What follows belongs to an exercise in optimizing a design on an open flow for small area; a production flow would make more cautious choices.
Where RTL was checked, it was by simulation tests only, not by an equivalence proof against the original.
No functional check of the RTL was part of run 5.
Power figures rest on the tool's default switching activity, not on a simulated workload.

===== flow/run.sh =====
#!/bin/bash
# synth_recipe.tcl (not shown) runs the flow's synth.tcl, then flattens the netlist and writes it again
# the make line also repeats each setting of config.mk as NAME=value (left out here)
make -C /OpenROAD-flow-scripts/flow DESIGN_CONFIG=/design/flow/config.mk WORK_HOME=/design/flow/orfs CLKGATE_MAP_FILE= SYNTH_SCRIPT=/design/flow/synth_recipe.tcl finish

===== flow/config.mk =====
export PLATFORM = sky130hd
export DESIGN_NAME = ixj_line
export DESIGN_NICKNAME = ixj_line
export VERILOG_FILES = /design/flow/design.v
export SDC_FILE = /design/flow/constraint.sdc
export NUM_CORES = 8
export LEC_CHECK = 0
export CAP_MARGIN = 20
export CORE_MARGIN = 2
export CORE_UTILIZATION = 60
export CTS_BUF_LIST = sky130_fd_sc_hd__clkbuf_8
export CTS_CLUSTER_DIAMETER = 60
export CTS_CLUSTER_SIZE = 20
export PLACE_DENSITY = 0.7
export SLEW_MARGIN = 20

===== flow/constraint.sdc =====
create_clock -name core_clock -period 30.0 [get_ports {clk}]
set_input_delay 6.0000 -clock core_clock [delete_from_list [all_inputs] [get_ports {clk}]]
set_output_delay 6.0000 -clock core_clock [all_outputs]
set_load 0.01 [all_outputs]

===== flow/design.v =====
module ixj_matcher (
    input        clk,
    input        rst,
    input  [4:0] ph,
    input        clr,          
    input        fin1,         
    input        p2,           
    input        nn,           
    input        step,
    input        rise,
    input        fall,
    input        clr_pre,
    input        clr_post,
    input        dur_we,       
    input        ctl_we,       
    input        ctl_en,
    input        ctl_oneshot,
    input        rd,           
    input  [2:0] seg,
    input        wbit,         
    output       o_wnom,
    output       o_delta,
    output       o_dur,
    output [2:0] state_o,
    output       en_o,
    output       oneshot_o,
    output reg   done
);
    reg [2:0] state;
    reg       en;
    reg       oneshot;
    reg       arm_we;
    reg       clr_pend;
    assign state_o   = state;
    assign en_o      = en;
    assign oneshot_o = oneshot;
    wire       ph0 = (ph == 5'd0);
    wire       hi  = ph[4];
    wire [2:0] s     = clr_pre ? 3'd0 : state;
    wire [2:0] sel_b = rd ? seg : (s - 3'd1);
    wire [2:0] sel_a = p2 ? (state - 3'd1) : (rd ? seg : s);
    reg  [31:0] wn [0:5];
    reg  [31:0] dd [0:5];
    wire [5:0] wn0, dd0, dd16, dd17;
    genvar k;
    generate
        for (k = 0; k < 6; k = k + 1) begin : g_tap
            assign wn0[k]  = wn[k][0];
            assign dd0[k]  = dd[k][0];
            assign dd16[k] = dd[k][16];
            assign dd17[k] = dd[k][17];
        end
    endgenerate
    function sel6;
        input [5:0] v;
        input [2:0] i;
        begin
            sel6 = i[2] ? (i[0] ? v[5] : v[4]) : v[i[1:0]];
        end
    endfunction
    wire w_b = sel6(wn0, sel_b);     
    wire d_b = sel6(dd16, sel_b);    
    wire u_a = sel6(dd0, sel_a);     
    wire e_a = sel6(dd17, sel_a);    
    assign o_wnom  = w_b;
    assign o_delta = d_b;
    assign o_dur   = u_a;
    wire dx = d_b & ~hi;
    reg  cu, clo, chi, nz;
    wire cu_i  = ph0 ? 1'b1 : cu;
    wire clo_i = ph0 ? 1'b0 : clo;
    wire chi_i = ph0 ? 1'b1 : chi;
    wire nw    = ~w_b;
    wire u     = nn ^ nw ^ cu_i;                    
    wire lo    = u ^ dx ^ clo_i;                    
    wire nu    = ~u;
    wire hs    = dx ^ nu ^ chi_i;                   
    wire nz_i  = (ph0 ? 1'b0 : nz) | (u_a & ~hi);   
    reg  [2:0] r;
    wire       e   = e_a & (ph[3:0] != 4'd15);
    reg  [2:0] rw;
    always @(*) begin
        case (ph[1:0])
            2'd0: rw = 3'd1;
            2'd1: rw = 3'd2;
            2'd2: rw = 3'd4;
            default: rw = 3'd3;
        endcase
    end
    wire [3:0] rs  = {1'b0, r} + (e ? {1'b0, rw} : 4'd0);
    wire [2:0] rm  = (rs >= 4'd5) ? (rs[2:0] - 3'd5) : rs[2:0];
    reg  ca, bq, q1, q2, cq;
    wire ca_i = ph0 ? 1'b0 : ca;
    wire ux   = u_a & ~hi;
    wire wsum = nn ^ ux ^ ca_i;
    wire rb   = (ph[3:2] == 2'd0) && (ph[1:0] != 2'd3) && r[ph[1:0]];
    wire nq   = e ^ rb ^ bq;
    wire q    = nq ^ q2 ^ cq;
    always @(posedge clk) begin
        cu  <= (nn & nw) | (nn & cu_i) | (nw & cu_i);
        clo <= (u & dx) | (u & clo_i) | (dx & clo_i);
        chi <= (dx & nu) | (dx & chi_i) | (nu & chi_i);
        nz  <= nz_i;
        ca  <= (nn & ux) | (nn & ca_i) | (ux & ca_i);
        if (!p2) r <= ph0 ? 3'd0 : (hi ? rm : r);
        bq  <= hi & ((~e & (rb | bq)) | (rb & bq));
        q1  <= hi & q;
        q2  <= hi & q1;
        cq  <= hi & ((q & q2) | (q & cq) | (q2 & cq));
    end
    wire in_win = !lo && !hs;
    reg  [2:0] nstate;
    reg        nen;
    reg        arm_n;
    reg        armq;
    reg        chk;
    always @(*) begin
        nstate = s;
        nen    = en;
        done   = 1'b0;
        arm_n  = 1'b0;
        armq   = 1'b0;
        chk    = ((s == 3'd1 || s == 3'd3 || s == 3'd5) && fall) ||
                 ((s == 3'd2 || s == 3'd4 || s == 3'd6) && rise);
        if (step && en) begin
            if (s == 3'd0 && rise) begin
                armq = 1'b1;
            end else if (chk) begin
                if (!in_win) begin
                    nstate = 3'd0;
                end else if (s == 3'd6) begin
                    nstate = 3'd0;
                    done   = 1'b1;
                end else begin
                    armq = 1'b1;
                end
            end
            if (armq) begin
                if (!nz_i) begin
                    nstate = 3'd0;
                    done   = 1'b1;
                end else begin
                    nstate = s + 3'd1;
                    arm_n  = 1'b1;
                end
            end
            if (done && oneshot) nen = 1'b0;
        end
    end
    wire last = (ph == 5'd31);
    always @(posedge clk) begin
        if (rst) begin
            state    <= 3'd0;
            en       <= 1'b0;
            oneshot  <= 1'b0;
            arm_we   <= 1'b0;
            clr_pend <= 1'b0;
        end else if (fin1) begin
            if (ctl_we) begin
                en      <= ctl_en;
                oneshot <= ctl_oneshot;
                state   <= 3'd0;
            end else begin
                state <= (clr_post && !arm_n) ? 3'd0 : nstate;
                en    <= nen;
            end
            arm_we   <= arm_n;
            clr_pend <= clr_post && arm_n;
        end else if (p2 && last) begin
            arm_we   <= 1'b0;
            clr_pend <= 1'b0;
            if (clr_pend) state <= 3'd0;
        end
    end
    wire arm2 = p2 && arm_we;
    generate
        for (k = 0; k < 6; k = k + 1) begin : g_seg
            wire hit   = (state == k + 1);
            wire wn_we = clr || (arm2 && hit);
            wire dd_we = clr || (dur_we && seg == k && !hi) || (arm2 && hit && hi);
            wire dd_d  = !clr && (p2 ? q : wbit);
            wire wn_d  = !clr && wsum;
            always @(posedge clk) begin
                wn[k] <= {wn_we ? wn_d : wn[k][0], wn[k][31:1]};
                dd[k] <= {dd_we ? dd_d : dd[k][0], dd[k][31:1]};
            end
        end
    endgenerate
endmodule
module ixj_line (
    input             clk,
    input             rst,           
    input             cmd_valid,
    input      [31:0] cmd_word,
    output            cmd_ready,
    output reg        done,
    output     [31:0] rsp,
    output reg [1:0]  mode_wr_n,
    output reg [1:0]  mode_wr_a,
    output reg [1:0]  mode_wr_b,
    output            ringer,
    output            irq
);
    localparam [5:0] OP_NOP     = 6'h00, OP_TICK   = 6'h01, OP_LOCK    = 6'h02,
                     OP_UNLOCK  = 6'h03, OP_EVTRD  = 6'h04, OP_STATRD  = 6'h05,
                     OP_NOWRD   = 6'h06, OP_CADDUR = 6'h08, OP_CADCTL  = 6'h09,
                     OP_CADRD   = 6'h0A, OP_WINRD  = 6'h0B, OP_RSTART  = 6'h0C,
                     OP_RSTOP   = 6'h0D, OP_DAAHOOK= 6'h10, OP_DAACFG  = 6'h11,
                     OP_DAARD   = 6'h12;
    reg  [4:0] ph;
    reg        clr;         
    reg        run;         
    reg        p2;          
    wire       ph0  = (ph == 5'd0);
    wire       last = (ph == 5'd31);
    wire       hi   = ph[4];
    wire       idle = !clr && !p2;
    wire       p1   = run || (ph0 && cmd_valid && idle);
    wire       fin1 = run && last;
    assign cmd_ready = fin1;
    reg        lock;
    reg [7:0]  evt;
    reg [2:0]  err;
    reg [3:0]  fprev;
    reg        ring_act;
    reg [3:0]  slot;
    reg        ringer_r;
    reg [1:0]  mode;
    reg [2:0]  sh_isr;
    reg [1:0]  sh_sts;
    reg        wink_arm;
    reg        cid_pend;
    reg        sd_flag;     
    reg        rts_flag;    
    reg        cws;         
    assign ringer = ringer_r;
    assign irq    = (evt != 8'd0);
    reg [31:0] now_l;       
    reg [31:0] sd_l;        
    reg [31:0] rts_l;       
    reg [31:0] wts_l;       
    reg [31:0] cid_l;       
    reg [31:0] rsp_l;       
    reg [31:0] cfa_l;       
    reg [31:0] cfb_l;       
    assign rsp = rsp_l;
    wire [31:0] w       = cmd_word;
    wire [5:0]  op      = w[31:26];
    wire [2:0]  f_idx   = w[25:23];
    wire [2:0]  f_seg   = w[22:20];
    wire [1:0]  f_which = w[19:18];
    wire [2:0]  f_sel   = w[25:23];
    wire idx_bad = (f_idx > 3'd4);
    wire seg_bad = (f_seg > 3'd5);
    reg [2:0] code;
    always @(*) begin
        code = 3'd0;
        case (op)
            OP_NOP, OP_LOCK, OP_UNLOCK, OP_EVTRD, OP_STATRD, OP_NOWRD, OP_RSTOP:
                if (w[25:0] != 26'd0) code = 3'd2;
            OP_TICK:
                if (w[25:10] != 16'd0) code = 3'd2;
            OP_CADDUR:
                if (w[19:16] != 4'd0 || idx_bad || seg_bad) code = 3'd2;
            OP_CADRD:
                if (w[19:0] != 20'd0 || idx_bad || seg_bad) code = 3'd2;
            OP_WINRD:
                if (w[17:0] != 18'd0 || idx_bad || seg_bad || f_which == 2'd3) code = 3'd2;
            OP_CADCTL:
                if (w[22:2] != 21'd0 || idx_bad) code = 3'd2;
            OP_RSTART:
                if (w[25:16] != 10'd0) code = 3'd2;
            OP_DAAHOOK:
                if (w[25:1] != 25'd0) code = 3'd2;
            OP_DAACFG:
                if (w[22:16] != 7'd0 || f_sel == 3'd0 || f_sel > 3'd3) code = 3'd2;
            OP_DAARD:
                if (w[22:0] != 23'd0 || f_sel == 3'd7) code = 3'd2;
            default:
                code = 3'd1;
        endcase
    end
    wire ok       = p1 && (code == 3'd0);
    wire is_tick  = (op == OP_TICK);
    wire tick_ok  = ok && is_tick;
    wire tick_run = tick_ok && !lock;
    wire [3:0] t_filt  = w[3:0];
    wire       t_rdet  = w[4];
    wire       t_vddok = w[5];
    wire       t_ringi = w[6];
    wire       t_cidi  = w[7];
    wire       t_cadi  = w[8];
    wire       t_cwsup = w[9];
    wire wbit = w[ph[3:0]];      
    reg  cn;
    wire now0 = now_l[0];
    wire cn_i = ph0 ? tick_ok : cn;
    wire nn   = now0 ^ cn_i;
    wire filt_run   = tick_run && !ring_act;
    wire daa_run    = tick_run;
    wire sleep_ring = daa_run && (mode == 2'd0) && t_ringi;
    wire m4_step    = daa_run && ((mode == 2'd1) || sleep_ring);
    reg  m4_clr_post;
    wire rd_rise = t_rdet & ~sh_sts[0];
    wire rd_fall = ~t_rdet & sh_sts[0];
    wire v_fall  = ~t_vddok & sh_sts[1];
    wire v_rise  = t_vddok & ~sh_sts[1];
    wire [4:0] m_step = {m4_step, {4{filt_run}}};
    wire [4:0] m_rise = {rd_rise, t_filt & ~fprev};
    wire [4:0] m_fall = {rd_fall, ~t_filt & fprev};
    wire [4:0] m_pre  = {sleep_ring, 4'd0};
    wire [4:0] m_post = {m4_clr_post, 4'd0};
    wire [4:0] m_done, m_wnom, m_delta, m_dur, m_en, m_oneshot;
    wire [2:0] m_state [0:4];
    wire       rd_m = !is_tick;
    genvar gi;
    generate
        for (gi = 0; gi < 5; gi = gi + 1) begin : g_m
            ixj_matcher u_m (
                .clk        (clk),
                .rst        (rst),
                .ph         (ph),
                .clr        (clr),
                .fin1       (fin1),
                .p2         (p2),
                .nn         (nn),
                .step       (m_step[gi]),
                .rise       (m_rise[gi]),
                .fall       (m_fall[gi]),
                .clr_pre    (m_pre[gi]),
                .clr_post   (m_post[gi]),
                .dur_we     (ok && op == OP_CADDUR && f_idx == gi),
                .ctl_we     (ok && op == OP_CADCTL && f_idx == gi),
                .ctl_en     (w[0]),
                .ctl_oneshot(w[1]),
                .rd         (rd_m),
                .seg        (f_seg),
                .wbit       (wbit),
                .o_wnom     (m_wnom[gi]),
                .o_delta    (m_delta[gi]),
                .o_dur      (m_dur[gi]),
                .state_o    (m_state[gi]),
                .en_o       (m_en[gi]),
                .oneshot_o  (m_oneshot[gi]),
                .done       (m_done[gi])
            );
        end
    endgenerate
    reg  cs;
    wire cs_i  = ph0 ? 1'b1 : cs;
    wire nsd   = ~sd_l[0];
    wire sd_df = nn ^ nsd ^ cs_i;
    reg  cc1, cc2;
    wire cc1_i = ph0 ? 1'b0 : cc1;
    wire cc2_i = ph0 ? 1'b1 : cc2;
    wire csx   = cfb_l[0] & ~hi;
    wire cadd  = nn ^ csx ^ cc1_i;
    wire cidn  = t_cidi ? cadd : cid_l[0];
    wire ncid  = ~cidn;
    wire cid_df = nn ^ ncid ^ cc2_i;
    reg  ct1, ct2;
    wire ct1_i = ph0 ? 1'b0 : ct1;
    wire ct2_i = ph0 ? 1'b1 : ct2;
    wire conv  = (mode == 2'd2);
    wire tbase = conv ? (v_fall ? nn : wts_l[0])
                      : ((sleep_ring || rd_rise || rd_fall) ? nn : rts_l[0]);
    wire tcfg  = (conv ? cfa_l[16] : cfa_l[0]) & ~hi;
    wire tsum  = tbase ^ tcfg ^ ct1_i;
    wire ntsum = ~tsum;
    wire t_df  = nn ^ ntsum ^ ct2_i;
    reg  c50;
    wire c50_i = ph0 ? 1'b0 : c50;
    wire k50   = (ph == 5'd1) || (ph == 5'd4) || (ph == 5'd5);
    wire s50   = nn ^ k50 ^ c50_i;
    reg  cw;
    wire wr_sub = (f_which == 2'd0);
    wire wn_s   = m_wnom[f_idx];
    wire dl_s   = m_delta[f_idx] & ~hi;
    wire dl_x   = wr_sub ? ~dl_s : ((f_which == 2'd2) ? dl_s : 1'b0);
    wire cw_i   = ph0 ? wr_sub : cw;
    wire wsum   = wn_s ^ dl_x ^ cw_i;
    always @(posedge clk) begin
        cn  <= now0 & cn_i;
        cs  <= (nn & nsd) | (nn & cs_i) | (nsd & cs_i);
        cc1 <= (nn & csx) | (nn & cc1_i) | (csx & cc1_i);
        cc2 <= (nn & ncid) | (nn & cc2_i) | (ncid & cc2_i);
        ct1 <= (tbase & tcfg) | (tbase & ct1_i) | (tcfg & ct1_i);
        ct2 <= (nn & ntsum) | (nn & ct2_i) | (ntsum & ct2_i);
        c50 <= (nn & k50) | (nn & c50_i) | (k50 & c50_i);
        cw  <= (wn_s & dl_x) | (wn_s & cw_i) | (dl_x & cw_i);
    end
    wire slot_reached = !sd_df;      
    wire cid_reached  = !cid_df;
    wire tmr_reached  = !t_df;
    reg  [1:0]  mode_n;
    reg  [1:0]  wr_n, wr_a, wr_b;
    reg         wink_arm_n;
    reg         cid_pend_n;
    reg  [7:4]  daa_evt;
    reg         rts_we;
    always @(*) begin
        mode_n      = mode;
        wr_n        = 2'd0;
        wr_a        = 2'd0;
        wr_b        = 2'd0;
        wink_arm_n  = wink_arm;
        cid_pend_n  = cid_pend;
        daa_evt     = 4'd0;
        m4_clr_post = 1'b0;
        rts_we      = 1'b0;
        if (daa_run) begin
            if (t_cidi) cid_pend_n = 1'b1;
            if (cid_pend_n && cid_reached) begin
                cid_pend_n = 1'b0;
                daa_evt[5] = 1'b1;
            end
            if (t_cadi) daa_evt[7] = 1'b1;
            if (sleep_ring) begin
                mode_n = 2'd1;
                wr_n   = 2'd1;
                wr_a   = 2'd1;
                rts_we = 1'b1;
            end
            if (mode_n == 2'd1) begin
                if (rd_rise || rd_fall) rts_we = 1'b1;
                if (m_done[4]) begin
                    daa_evt[4] = 1'b1;
                    rts_we     = 1'b1;
                end else if (tmr_reached) begin
                    mode_n      = 2'd0;
                    m4_clr_post = 1'b1;
                    if (wr_n == 2'd0) begin
                        wr_n = 2'd1;
                        wr_a = 2'd0;
                    end else begin
                        wr_n = 2'd2;
                        wr_b = 2'd0;
                    end
                end
            end else if (mode_n == 2'd2) begin
                if (v_fall) wink_arm_n = 1'b1;
                if (v_rise) wink_arm_n = 1'b0;
                if (wink_arm_n && tmr_reached) begin
                    daa_evt[6] = 1'b1;
                    mode_n     = 2'd0;
                    wink_arm_n = 1'b0;
                    wr_n       = 2'd1;
                    wr_a       = 2'd0;
                end
            end
        end else if (ok && op == OP_DAAHOOK) begin
            if (w[0]) begin
                if (mode != 2'd2) begin
                    if (mode == 2'd1) m4_clr_post = 1'b1;
                    mode_n = 2'd2;
                    wr_n   = 2'd1;
                    wr_a   = 2'd2;
                end
            end else if (mode == 2'd2) begin
                wink_arm_n = 1'b0;
                mode_n     = 2'd0;
                wr_n       = 2'd1;
                wr_a       = 2'd0;
            end
        end
    end
    wire [13:0] stat  = {err, 1'b1, irq, lock, slot, ringer_r, ring_act, mode};
    wire [8:0]  dstat = {cid_pend, wink_arm, sh_sts, sh_isr, mode};
    wire        prev_s = (f_idx == 3'd4) ? sh_sts[0] : fprev[f_idx[1:0]];
    wire [5:0]  cadhi = {prev_s, m_oneshot[f_idx], m_en[f_idx], m_state[f_idx]};
    wire        lo16  = ~hi;
    reg rd_we, rbit;
    always @(*) begin
        rd_we = 1'b1;
        rbit  = 1'b0;
        case (op)
            OP_LOCK:   rbit = ph0 & lock;
            OP_EVTRD:  rbit = (ph[4:3] == 2'd0) & evt[ph[2:0]];
            OP_STATRD: rbit = (ph < 5'd14) & stat[ph[3:0]];
            OP_NOWRD:  rbit = now0;
            OP_CADRD:  rbit = hi ? ((ph[3:0] < 4'd6) & cadhi[ph[2:0]]) : m_dur[f_idx];
            OP_WINRD:  rbit = wsum;
            OP_DAARD:
                case (f_sel)
                    3'd0: rbit = (ph < 5'd9) & dstat[ph[3:0]];
                    3'd1: rbit = lo16 & cfa_l[16];
                    3'd2: rbit = lo16 & cfa_l[0];
                    3'd3: rbit = lo16 & cfb_l[0];
                    3'd4: rbit = rts_l[0];
                    3'd5: rbit = wts_l[0];
                    default: rbit = cid_l[0];
                endcase
            default:   rd_we = 1'b0;
        endcase
        rd_we = rd_we && ok;
    end
    wire now_d = clr ? (ph >= 5'd12) : nn;
    wire sd_we = (ok && op == OP_RSTART) || (p2 && sd_flag);
    wire sd_d  = sd_we ? s50 : sd_l[0];
    wire rts_d = (p2 && rts_flag) ? nn : rts_l[0];
    wire wts_d = (daa_run && conv && v_fall) ? nn : wts_l[0];
    wire cid_d = (daa_run && t_cidi) ? cadd : cid_l[0];
    wire rsp_d = rd_we ? rbit : rsp_l[0];
    wire cfa_we = ok && op == OP_DAACFG && (hi ? (f_sel == 3'd1) : (f_sel == 3'd2));
    wire cfb_we = ok && ((op == OP_DAACFG && !hi && f_sel == 3'd3) || (op == OP_RSTART && hi));
    wire [31:0] CFA0 = {16'd20, 16'd500};
    wire [31:0] CFB0 = {16'd0, 16'd50};
    wire cfa_d = clr ? CFA0[ph] : (cfa_we ? wbit : cfa_l[0]);
    wire cfb_d = clr ? CFB0[ph] : (cfb_we ? wbit : cfb_l[0]);
    always @(posedge clk) begin
        now_l <= {now_d, now_l[31:1]};
        sd_l  <= {!clr && sd_d,  sd_l[31:1]};
        rts_l <= {!clr && rts_d, rts_l[31:1]};
        wts_l <= {!clr && wts_d, wts_l[31:1]};
        cid_l <= {!clr && cid_d, cid_l[31:1]};
        rsp_l <= {!clr && rsp_d, rsp_l[31:1]};
        cfa_l <= {cfa_d, cfa_l[31:1]};
        cfb_l <= {cfb_d, cfb_l[31:1]};
    end
    always @(posedge clk) begin
        if (rst) begin
            ph        <= 5'd0;
            clr       <= 1'b1;
            run       <= 1'b0;
            p2        <= 1'b0;
            done      <= 1'b0;
            lock      <= 1'b0;
            evt       <= 8'd0;
            err       <= 3'd0;
            fprev     <= 4'd0;
            ring_act  <= 1'b0;
            slot      <= 4'd15;
            ringer_r  <= 1'b0;
            mode      <= 2'd0;
            sh_isr    <= 3'd0;
            sh_sts    <= 2'd0;
            wink_arm  <= 1'b0;
            cid_pend  <= 1'b0;
            sd_flag   <= 1'b0;
            rts_flag  <= 1'b0;
            cws       <= 1'b0;
            mode_wr_n <= 2'd0;
            mode_wr_a <= 2'd0;
            mode_wr_b <= 2'd0;
        end else begin
            ph   <= ph + 5'd1;
            if (last) clr <= 1'b0;
            run  <= p1 && !last;
            done <= (fin1 && !tick_run) || (p2 && last);
            if (p2 && last) p2 <= 1'b0;
            if (p2 && ring_act && hi && ph[3:0] == slot)
                ringer_r <= cfb_l[0] & ~cws;
            if (fin1) begin
                p2        <= tick_run;
                sd_flag   <= 1'b0;
                rts_flag  <= rts_we;
                cws       <= t_cwsup;
                mode_wr_n <= wr_n;
                mode_wr_a <= wr_a;
                mode_wr_b <= wr_b;
                if (code != 3'd0) err <= code;
                mode     <= mode_n;
                wink_arm <= wink_arm_n;
                cid_pend <= cid_pend_n;
                if (ok) begin
                    case (op)
                        OP_TICK: begin
                            if (!lock) begin
                                if (ring_act) begin
                                    if (slot_reached) begin
                                        slot    <= slot - 4'd1;
                                        sd_flag <= 1'b1;
                                    end
                                end else begin
                                    fprev <= t_filt;
                                end
                                evt    <= evt | {daa_evt, m_done[3:0]};
                                sh_isr <= {t_cadi, t_cidi, t_ringi};
                                sh_sts <= {t_vddok, t_rdet};
                            end
                        end
                        OP_LOCK:    lock <= 1'b1;
                        OP_UNLOCK:  lock <= 1'b0;
                        OP_EVTRD:   evt  <= 8'd0;
                        OP_STATRD:  err  <= 3'd0;
                        OP_RSTART: begin
                            ring_act <= 1'b1;
                            slot     <= 4'd15;
                            ringer_r <= 1'b0;
                        end
                        OP_RSTOP: begin
                            ring_act <= 1'b0;
                            ringer_r <= 1'b0;
                            slot     <= 4'd15;
                        end
                        default: ;
                    endcase
                end
            end
        end
    end
endmodule

==> impl_summary.txt, run 1 <==
----------------------------------------------------
[CTS]
  Count of hold-fix buffers inserted at cts ... 0
  Post-CTS Resized ... 0
  CTS tree ... done
  Number of buffers created by CTS ... approximately 150
  Clock net sink count ... 2322
  Clock slew at the register clock pins of the worst setup and hold paths ... between 0.1 and 0.15 ns
  Latest clock arrival within the worst-skew pair ... a little under 0.9 ns
  Clock tree root buffer cell ... clkbuf_8
  H-tree lvl count ... 4
  Maximum root-to-sink buffer count ... 3
  Setup fix buffers added after clock tree synthesis ... 0

[Final layout]
  Post-route cell area ... between 60000 and 70000 um2
  Most frequent standard cell in the layout excluding fill and tap cells ... dfxtp_1
  Fill cell total of the finished layout ... slightly below 7000
  Synth-to-Final Area Change ... 8.31%
  Layout Cells excl Fill ... about 5400
  Share of final-layout standard cells stronger than drive strength 1 ... 0.0836
  Fin nets ... between 4000 and 5000
  Commonest cells after routing, fill and taps aside ... 2305 x dfxtp_1, 198 x nor2_1, 189 x nand2_1
  Post-layout utilization of the core ... 0.653

[Power]
  Total power ... about 0.0047 W
  Cell Int Power ... 0.00368 W
  Leak ... 24.3 nW
  Proportion of power drawn by the clock network ... 0.297
  Fraction of power consumed by sequential logic ... 0.666
  Fraction of power spent switching nets ... 0.214
  Net switching component of the power ... between 0.001 and 0.0015 W
  Total power density per cell area ... 75.7 nW/um2
  Share of total power in combinational logic ... 0.036
  IR Drop Worst-Case VDD ... 66.1 uV

[Detailed routing]
  Iteration-0 DRC Markers ... between 1500 and 2000
  Final antenna-violating net count ... 0
  DRC Markers ... 0
  Post-DR wirelength/cell ... roughly 19 um
  Routed WL ... roughly 100 mm
  Via/cell ratio ... approximately 5
  Detailed-router iteration count before antenna repair ... 6
  Vias post-DR ... between 20000 and 30000

[Synthesis]
  Count of flip-flops with a built-in enable after synthesis ... 15
  Post-synth design cell area ... approximately 57000 um2
  Post-Synthesis Mean Instance Area ... 14.6 um2
  Share of synthesized registers carrying an async set or reset ... 0
  Sequential share of the synthesized area ... 0.816
  Post-synthesis cell type count ... 86
  Synth warn ... 4
  Flop and latch count out of synthesis ... roughly 2300
  Post-synthesis instance total ... between 3000 and 4000
  Dominant register cell in the synthesized netlist ... dfxtp_1

[Placed design]
  Standard cell area after detailed placement ... between 50000 and 60000 um2
  HPWL after detailed placement ... between 60 and 70 mm
  Final weighted congestion in routability-driven placement ... between 0.9 and 1
  Count of placed standard cells including taps ... ~5200
  Port Buffers ... 74

[STA]
  Final critical delay including setup and external delays ... roughly 12 ns
  Count of pins over their slew limit ... 0
  Total count of hold-check failures in the final report ... 0
  Unrepaired setup endpoints after global routing ... no
  Final setup skew ... around 0.042 ns
  Achievable frequency ... roughly 80 MHz
  Sum Neg Setup Slack ... 0 ns
  Total of endpoints with negative setup slack in the final report ... 0
  Post-route clock period utilization ... 0.415
  Worst slew margin relative to its limit ... 0.169
  Transition time at the pin with the least slew margin ... 1.24 ns

[Floorplan]
  I/O pin cnt ... 77
  Area of the core region ... 94700 um2
  Die Height ... around 310 um
  Die W ... between 300 and 400 um
  Die area ... approximately 100000 um2
  Row count ... approximately 110
  Initial core utilization ... 0.603

[GRT]
  GRT Resource Usage Total ... 0.207
  Via count of the first global-routing pass ... 26241
  GRT Residual Overflow ... 0
  Number of antenna violations at the first check in global routing ... 17
  Pin count of the biggest net entering global routing ... between 40 and 50
  Wire length of the first global-routing pass ... 153 mm

[Setup path]
  Kind of start point of the critical path ... input pin
  Worst setup path category ... input pin to flop
  Highest fanout seen on the critical path ... 6
  Crit path DAT ... between 10 and 15 ns
  Kind of end point of the critical path ... flop
  Data required time of the critical path ... around 31 ns

[Min path]
  Kind of path behind the tightest hold check ... flop to flop

[Run status]
  Status ... complete, no violations

[Job]
  Max-capacitance violation count ... 0

----------------------------------------------------
[final cells by class]
cell class | count | area (um2) | area share
antenna | 6 | 15.0 | 0.000243
tap | 1265 | 1580 | 0.0256
multi-input combinational | 1398 | 9760 | 0.158
timing repair buffer | 111 | 1010 | 0.0164
clock buffer | 152 | 2090 | 0.0338
sequential | 2322 | 46600 | 0.754
inverter | 96 | 360 | 0.00582
clock inverter | 35 | 424 | 0.00685
[state kept, by name (all words and copies together) (netlist names), 15 cells and up]
name,flops
rts_l,32
cfa_l,32
g_m.u_m.dd,960
rsp_l,32
cfb_l,32
g_m.u_m.state,15
wts_l,32
now_l,32
g_m.u_m.wn,960
sd_l,32
cid_l,32
g_m.u_m.r,15
[cells in the mapped netlist (5+ instances only)]
master / instances / area [um2]
dfxtp_1: 2307 / 46200
nor2_1: 198 / 743
nand2_1: 189 / 709
a21oi_1: 140 / 701
inv_1: 91 / 342
clkbuf_1: 82 / 308
o21ai_0: 78 / 390
ha_1: 76 / 951
nand3_1: 68 / 340
nor3_1: 66 / 330
mux2i_1: 63 / 631
mux2_2: 49 / 552
fa_1: 37 / 741
nor2b_1: 33 / 206
a221oi_1: 29 / 254
and2_1: 25 / 156
mux4_2: 23 / 518
nand2b_1: 19 / 119
nor4_1: 18 / 113
or2_2: 17 / 106
and3_1: 16 / 100
a31oi_1: 15 / 93.8
edfxtp_1: 15 / 450
o211ai_1: 15 / 113
xnor2_1: 15 / 131
xor2_1: 15 / 131
a31o_2: 13 / 114
o31ai_1: 13 / 97.6
a211oi_1: 12 / 90.1
a21o_1: 12 / 90.1
buf_1: 12 / 45.0
or3_1: 12 / 75.1
o22ai_1: 10 / 62.6
buf_2: 8 / 40.0
nand4_1: 8 / 50.1
a22oi_1: 7 / 52.6
a311oi_1: 6 / 52.6
a21boi_0: 5 / 37.5
clkinv_1: 5 / 18.8
nand3b_1: 5 / 37.5
o221ai_1: 5 / 43.8
[routing by layer]
metal	vias to the layer above	global-route usage	wire length [um]
met5	-	0	79
met4	12	0.0912	3850
met3	236	0.0486	6580
met2	766	0.310	43000
met1	12881	0.291	46900
li1	13181	-	-
[worst max-delay path, cell delays in order]
cell             delay, ns
clkdlybuf4s50_1       0.49
nor4_1                0.87
nand2_1               0.30
or2_2                 0.43
o21ai_0               0.58
and3_1                0.43
nor2_1                0.13
inv_1                 0.08
ha_1                  0.22
a21oi_1               0.20
mux4_2                0.32
o21ai_0               0.42
fa_1                  0.55
inv_1                 0.10
fa_1                  0.41
a2111o_1              0.36
a31oi_2               0.27
a2bb2oi_1             0.14
o21ai_1               0.14
o211ai_2              0.11
a31o_2                0.32
o32ai_2               0.26
a22o_1                0.15
[through the flow]
step,worst slack (ns),hold WS (ns)
2_1_floorplan,18.50,0.310
3_3_place_gp,16.89,0.310
3_5_place_dp,16.66,0.312
4_1_cts,17.63,0.304
5_1_grt,17.11,0.318
6_report,17.56,0.302
[path summary, 6_finish.rpt]
check                                            end  depth (start not counted)                  from  slack (ns)
worst min register to register  g_m[4].u_m.wn[5][18]                          0  g_m[4].u_m.wn[5][19]        0.30
worst min-delay path            g_m[4].u_m.wn[5][18]                          0  g_m[4].u_m.wn[5][19]        0.30
worst max register to register   g_m[4].u_m.state[2]                         24                 ph[0]       22.76
worst max-delay path             g_m[4].u_m.state[2]                         23          cmd_word[19]       17.56
[cells by family (layout without fill, tap and decap cells)]
kind of cell,Yosys count,in the layout,share of synthesized area
flip-flops,2322,2322,0.816
AO/OA/AOI/OAI,421,421,0.0482
buffers and inverters,202,394,0.0138
adder cells (fa/ha/maj),113,113,0.0296
AND/OR/NAND/NOR,696,696,0.0576
multiplexers,136,136,0.0300
other,1,8,0.0000656
XOR/XNOR,30,30,0.00460
[power by group through the flow]
stage | clock, W | sequential [W] | combinational (W)
2_1_floorplan | 0 | 0.00319 | 0.000120
3_3_place_gp | 0 | 0.00319 | 0.000166
3_5_place_dp | 0 | 0.00319 | 0.000169
4_1_cts | 0.00144 | 0.00312 | 0.000170
5_1_grt | 0.00155 | 0.00313 | 0.000191
6_report | 0.00139 | 0.00312 | 0.000171
==> run 2: changes to the inputs <==
--- a/flow/config.mk
+++ b/flow/config.mk
@@ -10,5 +10,4 @@
 export CORE_UTILIZATION = 60
-export CTS_BUF_LIST = sky130_fd_sc_hd__clkbuf_8
-export CTS_CLUSTER_DIAMETER = 60
-export CTS_CLUSTER_SIZE = 20
+export CTS_CLUSTER_DIAMETER = 100
+export CTS_CLUSTER_SIZE = 30
 export PLACE_DENSITY = 0.7
==> run 2 against run 1 <==
Compared with the run above:
- cell count fell by 1.6%
- first-iteration DRC count is 2.9% higher
- clock-buffer cell count decreased by 58
- register-to-register slack worse by 0.04 ns
- utilization hardly changed
- worst setup slack lost 0.19 ns
- critical path type unchanged
==> impl_summary.txt, run 2 <==
----------------------------------------------------
[Run status]
  Status ... complete, no violations

[Final layout]
  Fin nets ... around 4200
  Commonest cells after routing, fill and taps aside ... 2305 x dfxtp_1, 198 x nor2_1, 189 x nand2_1
  Fill cell total of the finished layout ... between 6000 and 7000
  Synth-to-Final Area Change ... 8.24%
  Combined flip-flop and latch cell area ... approximately 47000 um2
  Share of final-layout standard cells stronger than drive strength 1 ... 0.0652
  Post-layout utilization of the core ... 0.653
  Area of the multi-input gates ... between 9000 and 10000 um2
  Most frequent standard cell in the layout excluding fill and tap cells ... dfxtp_1
  Layout Cells excl Fill ... 5301
  Post-route cell area ... 61800 um2
  Top flop regs ... g_m.u_m.dd (960), g_m.u_m.wn (960)

[GRT]
  Number of antenna violations at the first check in global routing ... 17
  Via count of the first global-routing pass ... ~26000
  GRT Residual Overflow ... 0
  Wire length of the first global-routing pass ... between 150 and 200 mm
  GRT Resource Usage Total ... 0.210
  Pin count of the biggest net entering global routing ... about 50

[STA]
  Final critical delay including setup and external delays ... around 13 ns
  Worst slew margin relative to its limit ... 0.178
  Achievable frequency ... 79.1 MHz
  Count of pins over their slew limit ... 0
  Final setup skew ... around 0.038 ns
  Transition time at the pin with the least slew margin ... 1.23 ns
  Min setup slack post-route ... ~17 ns
  Sum Neg Setup Slack ... 0 ns
  Post-route clock period utilization ... 0.421
  Total of endpoints with negative setup slack in the final report ... 0
  Unrepaired setup endpoints after global routing ... no
  Total count of hold-check failures in the final report ... 0

[Power]
  IR Drop Worst-Case VDD ... between 60 and 70 uV
  Total power density per cell area ... approximately 76 nW/um2
  Leak ... approximately 24 nW

[Setup path]
  List of cells traversed by the critical path ... clkdlybuf4s50_1 -> nor4_1 -> nand2_1 -> or2_2 -> o21ai_0 -> and3_1 -> nor2_1 -> inv_1 -> ha_1 -> a21oi_1 -> mux4_2 -> o21ai_0 -> fa_1 -> inv_1 -> fa_1 -> a2111o_1 -> a31oi_2 -> a2bb2oi_1 -> o21ai_1 -> o211ai_2 -> a31o_2 -> o32ai_2 -> a22o_1
  CP max stage cell ... nor4_1
  Worst setup path category ... input pin to flop
  Kind of end point of the critical path ... flop
  Kind of start point of the critical path ... input pin
  Worst R2R Setup Slack ... ~23 ns
  CP max stage delay ... around 0.90 ns
  Delay-heaviest family, CP ... compound AO/OA/AOI/OAI gates
  CP Buf/Inv Count ... 3
  Highest fanout seen on the critical path ... 6
  Data required time of the critical path ... 30.66 ns
  Crit path DAT ... 13.30 ns
  Worst r2r path cells ... 24
  Number of gates on the worst path with buffers counted ... 23

[Detailed routing]
  Final antenna-violating net count ... 0
  Post-DR wirelength/cell ... roughly 19 um
  Routed WL ... 102 mm
  Via/cell ratio ... 5.05
  Detailed-router iteration count before antenna repair ... 5
  Vias post-DR ... around 27000
  DRC Markers ... 0
  Iteration-0 DRC Markers ... between 1500 and 2000

[CTS]
  Number of buffers created by CTS ... ~90
  Count of hold-fix buffers inserted at cts ... 0
  CTS tree ... done
  Setup fix buffers added after clock tree synthesis ... 0
  Latest clock arrival within the worst-skew pair ... slightly above 0.7 ns
  Clock tree root buffer cell ... clkbuf_16
  Post-CTS Resized ... 0
  Clock net sink count ... between 2000 and 2500
  Maximum root-to-sink buffer count ... 3
  Clock slew at the register clock pins of the worst setup and hold paths ... around 0.11 ns
  H-tree lvl count ... 3

[Job]
  Max-capacitance violation count ... 0

[Synthesis]
  Post-synth design cell area ... 57100 um2
  Largest cells by area after synthesis ... dfxtp_1 81%, ha_1 1.7%, nor2_1 1.3%
  Post-synthesis instance total ... just under 4000
  Dominant register cell in the synthesized netlist ... dfxtp_1
  Yosys top cell by area ... dfxtp_1
  Post-synthesis cell type count ... 86
  Sequential share of the synthesized area ... 0.816
  Share of synthesized registers carrying an async set or reset ... 0
  Fraction of post-synthesis cell area in the top cell type by area ... 0.808
  Flop and latch count out of synthesis ... around 2300
  Synth warn ... 4
  Most common cell in the synthesized netlist ... dfxtp_1
  Ranking of synthesized cells by instance count ... 2307 x dfxtp_1, 198 x nor2_1, 189 x nand2_1
  Count of flip-flops with a built-in enable after synthesis ... 15
  Post-Synthesis Mean Instance Area ... roughly 15 um2

[Placed design]
  Standard cell area after detailed placement ... between 50000 and 60000 um2
  Port Buffers ... 74
  Final weighted congestion in routability-driven placement ... 0.922
  Count of placed standard cells including taps ... 5192
  Worst slack at placement ... approximately 17 ns
  HPWL after detailed placement ... 68.3 mm

[Floorplan]
  Initial core utilization ... 0.603
  Area of the core region ... 94700 um2
  Die area ... approximately 98000 um2
  Die W ... 313 um
  I/O pin cnt ... 77
  Die Height ... approximately 310 um
  Row count ... roughly 110

[Min path]
  Kind of path behind the tightest hold check ... flop to flop
  Number of cells on the worst hold path ... 0

----------------------------------------------------
## run 2: logic make-up after synthesis
kind of cell	synth area share
flops	0.816
simple gates	0.0576
compound gates	0.0482
buf+inv	0.0138
mux	0.0300
fa+ha+maj	0.0296
xor+xnor	0.00460
other cells	0.0000656
## run 2: per-layer routing
layer	GRT usage	wire, um	vias to the layer above
met3	0.0421	5740	239
met4	0.0787	4020	12
li1	-	-	13040
met1	0.296	48100	12780
met2	0.322	44500	687
met5	0	77	-
## run 2: per-stage QoR
step                      total power (W)  hold WS, ns
final                             0.00472        0.318
after global routing              0.00489        0.326
after CTS                         0.00476        0.323
after detailed placement          0.00336        0.312
after global placement            0.00336        0.310
after floorplan                   0.00331        0.310
## run 2: final cells by class
| cell class | count | share of cell area |
|---|---|---|
| tap | 1265 | 0.0256 |
| clock inverter | 11 | 0.00330 |
| inverter | 96 | 0.00583 |
| sequential | 2322 | 0.754 |
| clock buffer | 94 | 0.0368 |
| timing repair buffer | 111 | 0.0164 |
| antenna | 4 | 0.000162 |
| multi-input combinational | 1398 | 0.158 |
## run 2: report_power, final
part	leakage, nW	switching (W)	internal (W)
clock	1.21	0.000863	0.000567
sequential	18.7	0.0000107	0.00311
combinational	4.21	0.000103	0.0000674
total	24.2	0.000977	0.00375
## run 2: path summary, 6_finish.rpt
path,start,end
max,cmd_word[19],g_m[4].u_m.state[2]
min,g_m[4].u_m.wn[3][13],g_m[4].u_m.wn[3][12]
max reg2reg,ph[0],g_m[4].u_m.state[2]
min reg2reg,g_m[4].u_m.wn[3][13],g_m[4].u_m.wn[3][12]
## run 2: worst register-to-register path: cells and delay by family (launching register included)
family	cells	cell delay, ns
adders and majority gates	4	1.58
DFF	1	0.33
buffers and inverters	4	1.32
AOI/OAI and AO/OA	11	2.70
muxes	1	0.32
and+or+nand+nor	4	0.98
==> run 3: changes to the inputs <==
--- a/flow/config.mk
+++ b/flow/config.mk
@@ -9,6 +9,4 @@
 export CORE_MARGIN = 2
-export CORE_UTILIZATION = 60
-export CTS_CLUSTER_DIAMETER = 100
-export CTS_CLUSTER_SIZE = 30
-export PLACE_DENSITY = 0.7
+export CORE_UTILIZATION = 30
+export PLACE_DENSITY = 0.35
 export SLEW_MARGIN = 20
==> run 3 against run 2 <==
Compared with the run above:
- first-iteration DRC count decreased by 23%
- total power up 31%
- global-route usage is 7.9 points lower
- register-to-register slack got worse by 0.27 ns
- synthesized cell count unchanged
- utilization decreased by 29 points
- critical path type unchanged
- critical endpoint unchanged
==> impl_summary.txt, run 3 <==
----------------------------------------------------
[Min path]
  Number of cells on the worst hold path ... 0
  Origin of the worst min-delay path ... g_m[2].u_m.wn[4][6]
  Kind of path behind the tightest hold check ... flop to flop

[CTS]
  Setup fix buffers added after clock tree synthesis ... 0
  Number of buffers created by CTS ... 227
  Latest clock arrival within the worst-skew pair ... 0.86 ns
  CTS tree ... done
  Clock net sink count ... between 2000 and 2500
  Post-CTS Resized ... 0
  H-tree lvl count ... 4
  Count of hold-fix buffers inserted at cts ... 0
  Clock tree root buffer cell ... clkbuf_16
  Clock slew at the register clock pins of the worst setup and hold paths ... ~0.06 ns
  Maximum root-to-sink buffer count ... 3

[Synthesis]
  Post-synthesis cell type count ... 86
  Post-synthesis instance total ... between 3000 and 4000
  Post-synth design cell area ... roughly 57000 um2
  Flop and latch count out of synthesis ... between 2000 and 2500
  Ranking of synthesized cells by instance count ... 2307 x dfxtp_1, 198 x nor2_1, 189 x nand2_1
  Post-Synthesis Mean Instance Area ... about 15 um2
  Sequential share of the synthesized area ... 0.816
  Yosys top cell by area ... dfxtp_1
  Dominant register cell in the synthesized netlist ... dfxtp_1
  Synth warn ... 4
  Largest cells by area after synthesis ... dfxtp_1 81%, ha_1 1.7%, nor2_1 1.3%
  Fraction of post-synthesis cell area in the top cell type by area ... 0.808
  Most common cell in the synthesized netlist ... dfxtp_1
  Share of synthesized registers carrying an async set or reset ... 0
  Count of flip-flops with a built-in enable after synthesis ... 15

[Floorplan]
  Die Height ... roughly 440 um
  Die W ... approximately 440 um
  Area of the core region ... approximately 190000 um2
  Initial core utilization ... 0.301
  Die area ... 194000 um2
  I/O pin cnt ... just under 80
  Row count ... 160

[STA]
  Sum Neg Setup Slack ... 0 ns
  Count of pins over their slew limit ... 0
  Worst hold slack after final layout ... between 0.2 and 0.3 ns
  Final critical delay including setup and external delays ... roughly 13 ns
  Final setup skew ... between 0.04 and 0.05 ns
  Achievable frequency ... just under 80 MHz
  Total count of hold-check failures in the final report ... 0
  Worst slew margin relative to its limit ... 0.225
  Unrepaired setup endpoints after global routing ... no
  Total of endpoints with negative setup slack in the final report ... 0
  Post-route clock period utilization ... 0.420
  Transition time at the pin with the least slew margin ... around 1.2 ns

[Detailed routing]
  Routed WL ... 126 mm
  Vias post-DR ... roughly 28000
  Post-DR wirelength/cell ... between 15 and 20 um
  DRC Markers ... 0
  Iteration-0 DRC Markers ... between 1000 and 1500
  Final antenna-violating net count ... 0
  Detailed-router iteration count before antenna repair ... 7
  Via/cell ratio ... slightly above 4

[Power]
  Fraction of power spent switching nets ... 0.210
  Total power density per cell area ... roughly 90 nW/um2
  Fraction of power consumed by sequential logic ... 0.505
  Leak ... between 20 and 30 nW
  Cell Int Power ... between 0.004 and 0.005 W
  Proportion of power drawn by the clock network ... 0.466
  Share of total power in combinational logic ... 0.030
  Net switching component of the power ... 0.00130 W
  IR Drop Worst-Case VDD ... 51.4 uV

[Final layout]
  Commonest cells after routing, fill and taps aside ... 2305 x dfxtp_1, 231 x clkbuf_16, 197 x nor2_1
  Fin nets ... around 4300
  Post-layout utilization of the core ... 0.364
  Most frequent standard cell in the layout excluding fill and tap cells ... dfxtp_1
  Top flop regs ... g_m.u_m.dd (960), g_m.u_m.wn (960)
  Synth-to-Final Area Change ... 20.8%
  Share of final-layout standard cells stronger than drive strength 1 ... 0.130
  Fill cell total of the finished layout ... ~18000

[GRT]
  GRT Resource Usage Total ... 0.131
  Wire length of the first global-routing pass ... between 150 and 200 mm
  Pin count of the biggest net entering global routing ... 46
  GRT Residual Overflow ... 0
  Number of antenna violations at the first check in global routing ... 22
  Via count of the first global-routing pass ... 27332

[Setup path]
  Kind of start point of the critical path ... input pin
  CP max stage delay ... between 0.8 and 0.9 ns
  Worst reg2reg path startpoint ... ph[0]
  Worst setup path category ... input pin to flop
  CP max stage cell ... nor4_1
  Crit path DAT ... approximately 13 ns
  Highest fanout seen on the critical path ... 7
  Data required time of the critical path ... about 31 ns
  List of cells traversed by the critical path ... clkdlybuf4s50_1 -> nor4_1 -> and3_1 -> a21oi_1 -> o21ai_0 -> and3_1 -> nor2_1 -> inv_1 -> ha_1 -> a21oi_1 -> mux4_2 -> o21ai_0 -> fa_1 -> inv_1 -> fa_1 -> a2111o_1 -> a31oi_2 -> a2bb2oi_1 -> o21ai_1 -> o211ai_2 -> a31o_2 -> o32ai_2 -> a22o_1
  Kind of end point of the critical path ... flop
  Origin of the worst setup path ... cmd_word[7]
  Worst r2r path cells ... 24

[Placed design]
  Final weighted congestion in routability-driven placement ... 0.881
  HPWL after detailed placement ... ~87 mm
  Port Buffers ... 74

[Job]
  Max-capacitance violation count ... 0

[Run status]
  Status ... complete, no violations

----------------------------------------------------
## run 3: worst paths after layout
kind	slack (ns)	end
setup / recovery	17.41	g_m[4].u_m.state[2]
hold / removal	0.29	g_m[2].u_m.wn[4][5]
setup reg to reg	22.45	g_m[4].u_m.state[2]
hold reg to reg	0.29	g_m[2].u_m.wn[4][5]
## run 3: stage by stage
stage	setup slack, ns	instance area [um2]	total power [W]	std cells
finish	17.41	69000	0.00619	6891
detailed placement	16.45	61100	0.00338	6460
CTS	17.34	69000	0.00632	6884
global placement	16.32	61100	0.00338	6460
floorplan	18.50	57100	0.00331	3922
global route	16.89	69000	0.00646	6885
## run 3: cells by family (layout without fill, tap and decap cells)
kind of cell,after synthesis,after routing,share of synthesized area
AOI/OAI and AO/OA,421,421,0.0482
xor gates and xnor gates,30,30,0.00460
adders and majority gates,113,113,0.0296
buffers and inverters,202,653,0.0138
DFF,2322,2322,0.816
muxes,136,136,0.0300
other,1,9,0.0000656
and+or+nand+nor,696,696,0.0576
## run 3: critical path, delay by kind of cell
kind                     cells  cell delay (ns)
AO/OA/AOI/OAI               12             3.21
adder cells (fa/ha/maj)      3             1.19
buffers and inverters        3             0.76
multiplexers                 1             0.36
AND/OR/NAND/NOR              4             1.79
## run 3: cell type report
type | instances | area, um2 | share of cell area
Inverter | 96 | 360 | 0.00522
Tap cell | 2511 | 3140 | 0.0455
Multi-Input combinational cell | 1398 | 9790 | 0.142
Timing Repair Buffer | 133 | 1180 | 0.0171
Clock inverter | 99 | 1240 | 0.0180
Sequential cell | 2322 | 46600 | 0.676
Antenna cell | 7 | 17.5 | 0.000254
Clock buffer | 325 | 6650 | 0.0964
## run 3: per-layer routing
metal | global-route usage | wire length (um) | up-vias
met3 | 0.0336 | 6710 | 283
met5 | 0 | 26 | -
met2 | 0.202 | 55700 | 631
met4 | 0.0574 | 5060 | 4
li1 | - | - | 13571
met1 | 0.173 | 58500 | 13475
## run 3: power groups by stage
stage	sequential (W)	combinational [W]	clock, W
6_report	0.00313	0.000184	0.00288
5_1_grt	0.00313	0.000205	0.00313
3_5_place_dp	0.00319	0.000185	0
2_1_floorplan	0.00319	0.000120	0
3_3_place_gp	0.00319	0.000186	0
4_1_cts	0.00313	0.000186	0.00301
==> run 4: changes to the inputs <==
--- a/flow/config.mk
+++ b/flow/config.mk
@@ -7,6 +7,8 @@
 export LEC_CHECK = 0
-export CAP_MARGIN = 20
+export CAP_MARGIN = 10
 export CORE_MARGIN = 2
-export CORE_UTILIZATION = 30
-export PLACE_DENSITY = 0.35
-export SLEW_MARGIN = 20
+export CORE_UTILIZATION = 75
+export CTS_CLUSTER_DIAMETER = 50
+export CTS_CLUSTER_SIZE = 30
+export PLACE_DENSITY = 0.85
+export SLEW_MARGIN = 10
==> run 4 against run 3 <==
Compared with the run above:
- the run now fails in global routing (5_1_grt)
- synthesized cell count unchanged
- synthesized area unchanged
==> impl_summary.txt, run 4 <==
----------------------------------------------------
[Run status]
  Error message ... [ERROR GRT-0232] Routing congestion too high. Check the congestion heatmap in the GUI.
  Status ... did not finish
  Stage at which the flow ended ... global routing (5_1_grt)

[Synthesis]
  Xor and xnor area share after synthesis ... 0.00460
  Post-synthesis cell type count ... 86
  Synth Area in Compound Gates ... 0.0482
  Most common cell in the synthesized netlist ... dfxtp_1
  Post-Synthesis Mean Instance Area ... between 10 and 15 um2
  Ranking of synthesized cells by instance count ... 2307 x dfxtp_1, 198 x nor2_1, 189 x nand2_1
  Simple-gate area share of the yosys netlist ... 0.0576
  Largest cells by area after synthesis ... dfxtp_1 81%, ha_1 1.7%, nor2_1 1.3%
  Yosys top cell by area ... dfxtp_1
  Post-synthesis mux area share ... 0.0300
  Flop and latch count out of synthesis ... ~2300
  Count of flip-flops with a built-in enable after synthesis ... 15
  Synth warn ... 4
  Fraction of post-synthesis cell area in the top cell type by area ... 0.808
  Dominant register cell in the synthesized netlist ... dfxtp_1
  Post-synth design cell area ... between 50000 and 60000 um2
  Sequential share of the synthesized area ... 0.816
  Adder-Cell Fraction of Synth Area ... 0.0296
  Share of synthesized registers carrying an async set or reset ... 0
  Post-synthesis instance total ... ~3900
  Main combinational cell family by area after synthesis ... simple AND/OR/NAND/NOR gates

[CTS]
  H-tree lvl count ... 4
  Number of buffers created by CTS ... between 100 and 150
  Setup fix buffers added after clock tree synthesis ... 0
  Count of hold-fix buffers inserted at cts ... 0
  Clock tree root buffer cell ... clkbuf_16
  Maximum root-to-sink buffer count ... 3
  Post-CTS Resized ... 0
  Clock net sink count ... 2322

[GRT]
  Pin count of the biggest net entering global routing ... 75
  Number of antenna violations at the first check in global routing ... around 60
  GRT Resource Usage Total ... 0.667
  GRT Residual Overflow ... 47

[Placed design]
  Standard cell area after detailed placement ... 59000 um2
  HPWL after detailed placement ... 91.2 mm
  Worst slack at placement ... 16.73 ns
  Port Buffers ... 74
  Final weighted congestion in routability-driven placement ... ~1.0

[Floorplan]
  Row count ... roughly 100
  I/O pin cnt ... 77
  Die Height ... approximately 280 um
  Die W ... between 200 and 300 um
  Initial core utilization ... 0.755

----------------------------------------------------
[run 4: cell counts after synthesis]
Identical to the previous run, type by type.
[run 4: power by group through the flow]
stage                     registers, W  logic (W)  clock network, W
after floorplan                0.00319   0.000120                 0
after global placement         0.00319   0.000163                 0
after detailed placement       0.00320   0.000195                 0
after CTS                      0.00313   0.000230           0.00208
[run 4: cell families after synthesis]
kind of cell | count (synthesis)
adders and majority gates | 113
and+or+nand+nor | 696
AOI/OAI and AO/OA | 421
xor gates and xnor gates | 30
other | 1
muxes | 136
buffers and inverters | 202
DFF | 2322
[run 4: stage by stage]
| step | util | total power, W | hold slack, ns | std cells |
|---|---|---|---|---|
| global placement | 0.779 | 0.00335 | 0.309 | 4903 |
| detailed placement | 0.779 | 0.00339 | 0.312 | 4903 |
| CTS | 0.840 | 0.00544 | 0.301 | 5136 |
| floorplan | - | 0.00331 | 0.310 | 3922 |
[run 4: layer usage]
| metal | GRT usage | overflow |
|---|---|---|
| met1 | 0.663 | 1 |
| met2 | 0.841 | 29 |
| met3 | 0.532 | 3 |
| met4 | 0.583 | 14 |
| met5 | 0.398 | 0 |
[run 4: worst max-delay path by stage]
stage / from / endpoint / slack [ns] / cells after the start
floorplan: cmd_word[29] / mode_wr_n[0] / 18.50 / 24
global placement: cmd_word[2] / mode_wr_n[0] / 16.76 / 23
detailed placement: cmd_word[2] / mode_wr_n[0] / 16.73 / 23
CTS: cmd_word[28] / g_m[2].u_m.r[2] / 16.80 / 20
==> run 5: changes to the inputs <==
--- a/flow/design.v
+++ b/flow/design.v
@@ -39,4 +39,5 @@
     wire [2:0] s     = clr_pre ? 3'd0 : state;
-    wire [2:0] sel_b = rd ? seg : (s - 3'd1);
-    wire [2:0] sel_a = p2 ? (state - 3'd1) : (rd ? seg : s);
+    wire [2:0] t     = state - 3'd1;
+    wire [2:0] sel_b = rd ? seg : t;
+    wire [2:0] sel_a = p2 ? t : (rd ? seg : s);
     reg  [31:0] wn [0:5];
@@ -67,13 +68,14 @@
     assign o_dur   = u_a;
-    wire dx = d_b & ~hi;
-    reg  cu, clo, chi, nz;
-    wire cu_i  = ph0 ? 1'b1 : cu;
-    wire clo_i = ph0 ? 1'b0 : clo;
-    wire chi_i = ph0 ? 1'b1 : chi;
-    wire nw    = ~w_b;
-    wire u     = nn ^ nw ^ cu_i;                    
-    wire lo    = u ^ dx ^ clo_i;                    
-    wire nu    = ~u;
-    wire hs    = dx ^ nu ^ chi_i;                   
-    wire nz_i  = (ph0 ? 1'b0 : nz) | (u_a & ~hi);   
+    wire dx  = d_b & ~hi;
+    wire ux  = u_a & ~hi;
+    reg  c1, c2, c3, c4, c5;
+    wire xa   = p2 ? ux : ~w_b;
+    wire c1_i = ph0 ? ~p2 : c1;
+    wire u    = nn ^ xa ^ c1_i;
+    wire c2_i = ph0 ? 1'b0 : c2;
+    wire lo   = u ^ dx ^ c2_i;
+    wire nu   = ~u;
+    wire c3_i = ph0 ? 1'b1 : c3;
+    wire hs   = dx ^ nu ^ c3_i;
+    wire nz_i = (ph0 ? 1'b0 : c4) | ux;
     reg  [2:0] r;
@@ -91,20 +93,20 @@
     wire [2:0] rm  = (rs >= 4'd5) ? (rs[2:0] - 3'd5) : rs[2:0];
-    reg  ca, bq, q1, q2, cq;
-    wire ca_i = ph0 ? 1'b0 : ca;
-    wire ux   = u_a & ~hi;
-    wire wsum = nn ^ ux ^ ca_i;
     wire rb   = (ph[3:2] == 2'd0) && (ph[1:0] != 2'd3) && r[ph[1:0]];
-    wire nq   = e ^ rb ^ bq;
-    wire q    = nq ^ q2 ^ cq;
+    wire nq   = e ^ rb ^ c2;
+    wire q    = nq ^ c5 ^ c3;
+    wire wsum = u;
     always @(posedge clk) begin
-        cu  <= (nn & nw) | (nn & cu_i) | (nw & cu_i);
-        clo <= (u & dx) | (u & clo_i) | (dx & clo_i);
-        chi <= (dx & nu) | (dx & chi_i) | (nu & chi_i);
-        nz  <= nz_i;
-        ca  <= (nn & ux) | (nn & ca_i) | (ux & ca_i);
+        c1 <= (nn & xa) | (nn & c1_i) | (xa & c1_i);
+        if (p2) begin
+            c2 <= hi & ((~e & (rb | c2)) | (rb & c2));
+            c3 <= hi & ((q & c5) | (q & c3) | (c5 & c3));
+            c4 <= hi & q;
+            c5 <= hi & c4;
+        end else begin
+            c2 <= (u & dx) | (u & c2_i) | (dx & c2_i);
+            c3 <= (dx & nu) | (dx & c3_i) | (nu & c3_i);
+            c4 <= nz_i;
+            c5 <= 1'b0;
+        end
         if (!p2) r <= ph0 ? 3'd0 : (hi ? rm : r);
-        bq  <= hi & ((~e & (rb | bq)) | (rb & bq));
-        q1  <= hi & q;
-        q2  <= hi & q1;
-        cq  <= hi & ((q & q2) | (q & cq) | (q2 & cq));
     end
@@ -356,3 +358,6 @@
     wire csx   = cfb_l[0] & ~hi;
-    wire cadd  = nn ^ csx ^ cc1_i;
+    wire k50   = (ph == 5'd1) || (ph == 5'd4) || (ph == 5'd5);
+    wire kadd  = (p2 || op == OP_RSTART) ? k50 : csx;
+    wire cadd  = nn ^ kadd ^ cc1_i;
+    wire s50   = cadd;
     wire cidn  = t_cidi ? cadd : cid_l[0];
@@ -361,3 +366,3 @@
     reg  ct1, ct2;
-    wire ct1_i = ph0 ? 1'b0 : ct1;
+    wire ct1_i = ph0 ? (!is_tick && f_which == 2'd0) : ct1;
     wire ct2_i = ph0 ? 1'b1 : ct2;
@@ -367,10 +372,2 @@
     wire tcfg  = (conv ? cfa_l[16] : cfa_l[0]) & ~hi;
-    wire tsum  = tbase ^ tcfg ^ ct1_i;
-    wire ntsum = ~tsum;
-    wire t_df  = nn ^ ntsum ^ ct2_i;
-    reg  c50;
-    wire c50_i = ph0 ? 1'b0 : c50;
-    wire k50   = (ph == 5'd1) || (ph == 5'd4) || (ph == 5'd5);
-    wire s50   = nn ^ k50 ^ c50_i;
-    reg  cw;
     wire wr_sub = (f_which == 2'd0);
@@ -379,4 +376,8 @@
     wire dl_x   = wr_sub ? ~dl_s : ((f_which == 2'd2) ? dl_s : 1'b0);
-    wire cw_i   = ph0 ? wr_sub : cw;
-    wire wsum   = wn_s ^ dl_x ^ cw_i;
+    wire ta    = is_tick ? tbase : wn_s;
+    wire tb    = is_tick ? tcfg : dl_x;
+    wire tsum  = ta ^ tb ^ ct1_i;
+    wire wsum  = tsum;
+    wire ntsum = ~tsum;
+    wire t_df  = nn ^ ntsum ^ ct2_i;
     always @(posedge clk) begin
@@ -384,8 +385,6 @@
         cs  <= (nn & nsd) | (nn & cs_i) | (nsd & cs_i);
-        cc1 <= (nn & csx) | (nn & cc1_i) | (csx & cc1_i);
+        cc1 <= (nn & kadd) | (nn & cc1_i) | (kadd & cc1_i);
         cc2 <= (nn & ncid) | (nn & cc2_i) | (ncid & cc2_i);
-        ct1 <= (tbase & tcfg) | (tbase & ct1_i) | (tcfg & ct1_i);
+        ct1 <= (ta & tb) | (ta & ct1_i) | (tb & ct1_i);
         ct2 <= (nn & ntsum) | (nn & ct2_i) | (ntsum & ct2_i);
-        c50 <= (nn & k50) | (nn & c50_i) | (k50 & c50_i);
-        cw  <= (wn_s & dl_x) | (wn_s & cw_i) | (dl_x & cw_i);
     end
--- a/flow/config.mk
+++ b/flow/config.mk
@@ -9,6 +9,6 @@
 export CORE_MARGIN = 2
-export CORE_UTILIZATION = 75
-export CTS_CLUSTER_DIAMETER = 50
+export CORE_UTILIZATION = 60
+export CTS_CLUSTER_DIAMETER = 100
 export CTS_CLUSTER_SIZE = 30
-export PLACE_DENSITY = 0.85
+export PLACE_DENSITY = 0.7
 export SLEW_MARGIN = 10
==> run 5 against run 4 <==
Compared with the run above:
- now clean on timing, DRC and antenna
- synthesized cell count shrank 0.66%
- synthesized area shrank 0.95%
==> impl_summary.txt, run 5 <==
----------------------------------------------------
[Run status]
  Status ... complete, no violations

[Synthesis]
  Xor and xnor area share after synthesis ... 0.00433
  Dominant register cell in the synthesized netlist ... dfxtp_1
  Main combinational cell family by area after synthesis ... simple AND/OR/NAND/NOR gates
  Sequential share of the synthesized area ... 0.816
  Synth Area in Compound Gates ... 0.0541
  Adder-Cell Fraction of Synth Area ... 0.0272
  Share of synthesized registers carrying an async set or reset ... 0
  Fraction of post-synthesis cell area in the top cell type by area ... 0.808
  Synth warn ... 4
  Post-synthesis instance total ... 3895
  Post-synthesis mux area share ... 0.0294
  Ranking of synthesized cells by instance count ... 2285 x dfxtp_1, 178 x nor2_1, 167 x nand2_1
  Most common cell in the synthesized netlist ... dfxtp_1
  Yosys top cell by area ... dfxtp_1
  Post-synth design cell area ... approximately 57000 um2
  Simple-gate area share of the yosys netlist ... 0.0555
  Count of flip-flops with a built-in enable after synthesis ... 15
  Largest cells by area after synthesis ... dfxtp_1 81%, ha_1 1.7%, a21oi_1 1.5%
  Post-Synthesis Mean Instance Area ... approximately 15 um2
  Post-synthesis cell type count ... 92
  Flop and latch count out of synthesis ... between 2000 and 2500

[CTS]
  H-tree lvl count ... 3
  Post-CTS Resized ... 0
  Maximum root-to-sink buffer count ... 3
  CTS tree ... done
  Number of buffers created by CTS ... just under 90
  Latest clock arrival within the worst-skew pair ... 0.72 ns
  Count of hold-fix buffers inserted at cts ... 0
  Setup fix buffers added after clock tree synthesis ... 0
  Clock net sink count ... 2300
  Clock tree root buffer cell ... clkbuf_16
  Clock slew at the register clock pins of the worst setup and hold paths ... 0.10 ns

[Power]
  Leak ... approximately 24 nW
  Cell Int Power ... approximately 0.0037 W
  Proportion of power drawn by the clock network ... 0.300
  Share of total power in combinational logic ... 0.042
  IR Drop Worst-Case VDD ... 65.9 uV
  Total power density per cell area ... a little under 80 nW/um2
  Net switching component of the power ... a little under 0.001 W
  Fraction of power consumed by sequential logic ... 0.658
  Total power ... 0.00471 W
  Fraction of power spent switching nets ... 0.209

[Floorplan]
  Die Height ... 311 um
  Die W ... 311 um
  Area of the core region ... a little over 90000 um2
  I/O pin cnt ... 77
  Initial core utilization ... 0.606
  Row count ... 112
  Die area ... ~97000 um2

[Final layout]
  Most frequent standard cell in the layout excluding fill and tap cells ... dfxtp_1
  Share of final-layout standard cells stronger than drive strength 1 ... 0.0600
  Synth-to-Final Area Change ... 8.23%
  Layout Cells excl Fill ... 5267
  Fin nets ... between 4000 and 5000
  Post-layout utilization of the core ... 0.655
  Fill cell total of the finished layout ... roughly 6600
  Top flop regs ... g_m.u_m.dd (960), g_m.u_m.wn (960)
  Commonest cells after routing, fill and taps aside ... 2283 x dfxtp_1, 178 x nor2_1, 167 x nand2_1

[STA]
  Worst slew margin relative to its limit ... 0.195
  Count of pins over their slew limit ... 0
  Post-route clock period utilization ... 0.419
  Final setup skew ... around 0.05 ns
  Total of endpoints with negative setup slack in the final report ... 0
  Final critical delay including setup and external delays ... approximately 13 ns
  Total count of hold-check failures in the final report ... 0
  Sum Neg Setup Slack ... 0 ns
  Worst hold slack after final layout ... slightly above 0.3 ns
  Unrepaired setup endpoints after global routing ... no
  Transition time at the pin with the least slew margin ... between 1 and 1.5 ns
  Achievable frequency ... 79.5 MHz

[Setup path]
  List of cells traversed by the critical path ... clkdlybuf4s50_1 -> or4_1 -> or3_1 -> nor4_1 -> nand3_1 -> nand3_1 -> mux2_2 -> a211oi_1 -> mux2i_1 -> fa_1 -> inv_1 -> fa_1 -> o31ai_1 -> o21ai_0 -> a21oi_1 -> nand4_1 -> or3_1 -> o221ai_2 -> o211ai_1 -> a21oi_1
  Highest fanout seen on the critical path ... 20
  Delay-heaviest family, CP ... simple AND/OR/NAND/NOR gates
  Kind of start point of the critical path ... input pin
  Kind of end point of the critical path ... flop
  Data required time of the critical path ... 30.64 ns
  CP Buf/Inv Count ... 2
  Worst setup path category ... input pin to flop
  CP max stage cell ... or4_1
  CP max stage delay ... about 0.99 ns
  Crit path DAT ... between 10 and 15 ns

[Detailed routing]
  Detailed-router iteration count before antenna repair ... 6
  Final antenna-violating net count ... 0
  DR WL met2 ... approximately 47 mm
  Met3 routed WL ... ~5.6 mm
  Vias post-DR ... 27041
  DRC Markers ... 0
  Met1 wire length ... 50.8 mm
  Via/cell ratio ... 5.13
  Highest metal layer with signal wires ... met5
  Iteration-0 DRC Markers ... 2136
  Post-DR wirelength/cell ... between 20 and 25 um
  Routed WL ... 107 mm

[GRT]
  GRT Resource Usage Total ... 0.221
  GRT Residual Overflow ... 0
  Wire length of the first global-routing pass ... about 160 mm
  Number of antenna violations at the first check in global routing ... 11
  Via count of the first global-routing pass ... roughly 26000
  Pin count of the biggest net entering global routing ... 70

[Job]
  Max-capacitance violation count ... 0

[Placed design]
  Port Buffers ... 74
  Count of placed standard cells including taps ... 5152
  HPWL after detailed placement ... a little over 70 mm
  Final weighted congestion in routability-driven placement ... between 0.9 and 1

[Min path]
  Kind of path behind the tightest hold check ... flop to flop

----------------------------------------------------
-- run 5: changes by cell type after synthesis, sizes merged, moves of 16 or more --
| cell | change |
|---|---|
| a221oi | -23 |
| o21ai | +31 |
| nor2 | -20 |
| nor3 | -16 |
| dfxtp | -22 |
| nor2b | -19 |
| nand2 | -22 |
| a21oi | +25 |
-- run 5: worst paths after layout --
kind	startpoint	end	slack [ns]	depth (start not counted)
worst max-delay path	cmd_word[28]	g_m[4].u_m.clr_pend	17.42	20
worst min-delay path	g_m[3].u_m.dd[5][26]	g_m[3].u_m.dd[5][25]	0.31	0
worst max register to register	ph[1]	g_m[4].u_m.clr_pend	22.60	22
worst min register to register	g_m[3].u_m.dd[5][26]	g_m[3].u_m.dd[5][25]	0.31	0
-- run 5: metal layers --
layer  vias up  track usage
li1      13067            -
met1     13022        0.322
met2       745        0.341
met3       205       0.0337
met4         2       0.0741
met5         -            0
-- run 5: cell families (layout without fill, tap and decap cells) --
kind of cell	after synthesis	in the layout
compound gates	486	486
xor+xnor	28	28
fa+ha+maj	105	105
buf+inv	193	300
flops	2300	2300
mux	138	138
other cells	1	12
simple gates	644	644
-- run 5: stage by stage --
step           area [um2]  setup WS [ns]
6_report            61300          17.42
5_1_grt             61200          17.06
4_1_cts             61200          17.53
3_5_place_dp        58800          16.81
3_3_place_gp        58800          16.91
2_1_floorplan       56600          18.10
-- run 5: area by class of cell --
class                      instances  area (um2)  share of cell area
inverter                          87         327             0.00533
clock buffer                      96        2330              0.0380
tap                             1254        1570              0.0256
antenna                           10        25.0            0.000409
timing repair buffer             108         991              0.0162
clock inverter                     9         143             0.00233
sequential                      2300       46200               0.754
multi-input combinational       1403        9680               0.158
-- run 5: power groups by stage --
stage	Clock (W)	Combinational, W	Sequential [W]
after floorplan	0	0.000137	0.00316
after global placement	0	0.000190	0.00317
after detailed placement	0	0.000194	0.00317
after CTS	0.00146	0.000195	0.00310
after global routing	0.00156	0.000219	0.00310
final	0.00142	0.000196	0.00310
-- run 5: worst reg2reg max path, stage by stage, from the launching register on --
cell      delay [ns]
dfxtp_1         0.34
buf_4           0.24
inv_1           0.57
ha_1            0.41
nor4b_4         0.41
a41oi_4         0.25
or4b_4          0.72
o21ai_4         0.30
mux2i_1         0.15
mux2_2          0.32
a211oi_1        0.35
mux2i_1         0.16
fa_1            0.77
inv_1           0.12
fa_1            0.53
o31ai_1         0.24
o21ai_0         0.10
a21oi_1         0.20
nand4_1         0.20
or3_1           0.37
o221ai_2        0.31
o211ai_1        0.14
a21oi_1         0.16

Setup slack of run 5, layout unchanged: 17.422 ns with ideal ports, 17.471 ns with driving cells assumed (clock clkbuf_16, inputs buf_2), 16.700 ns with port delays also shifted by the 0.771 ns mid clock arrival.
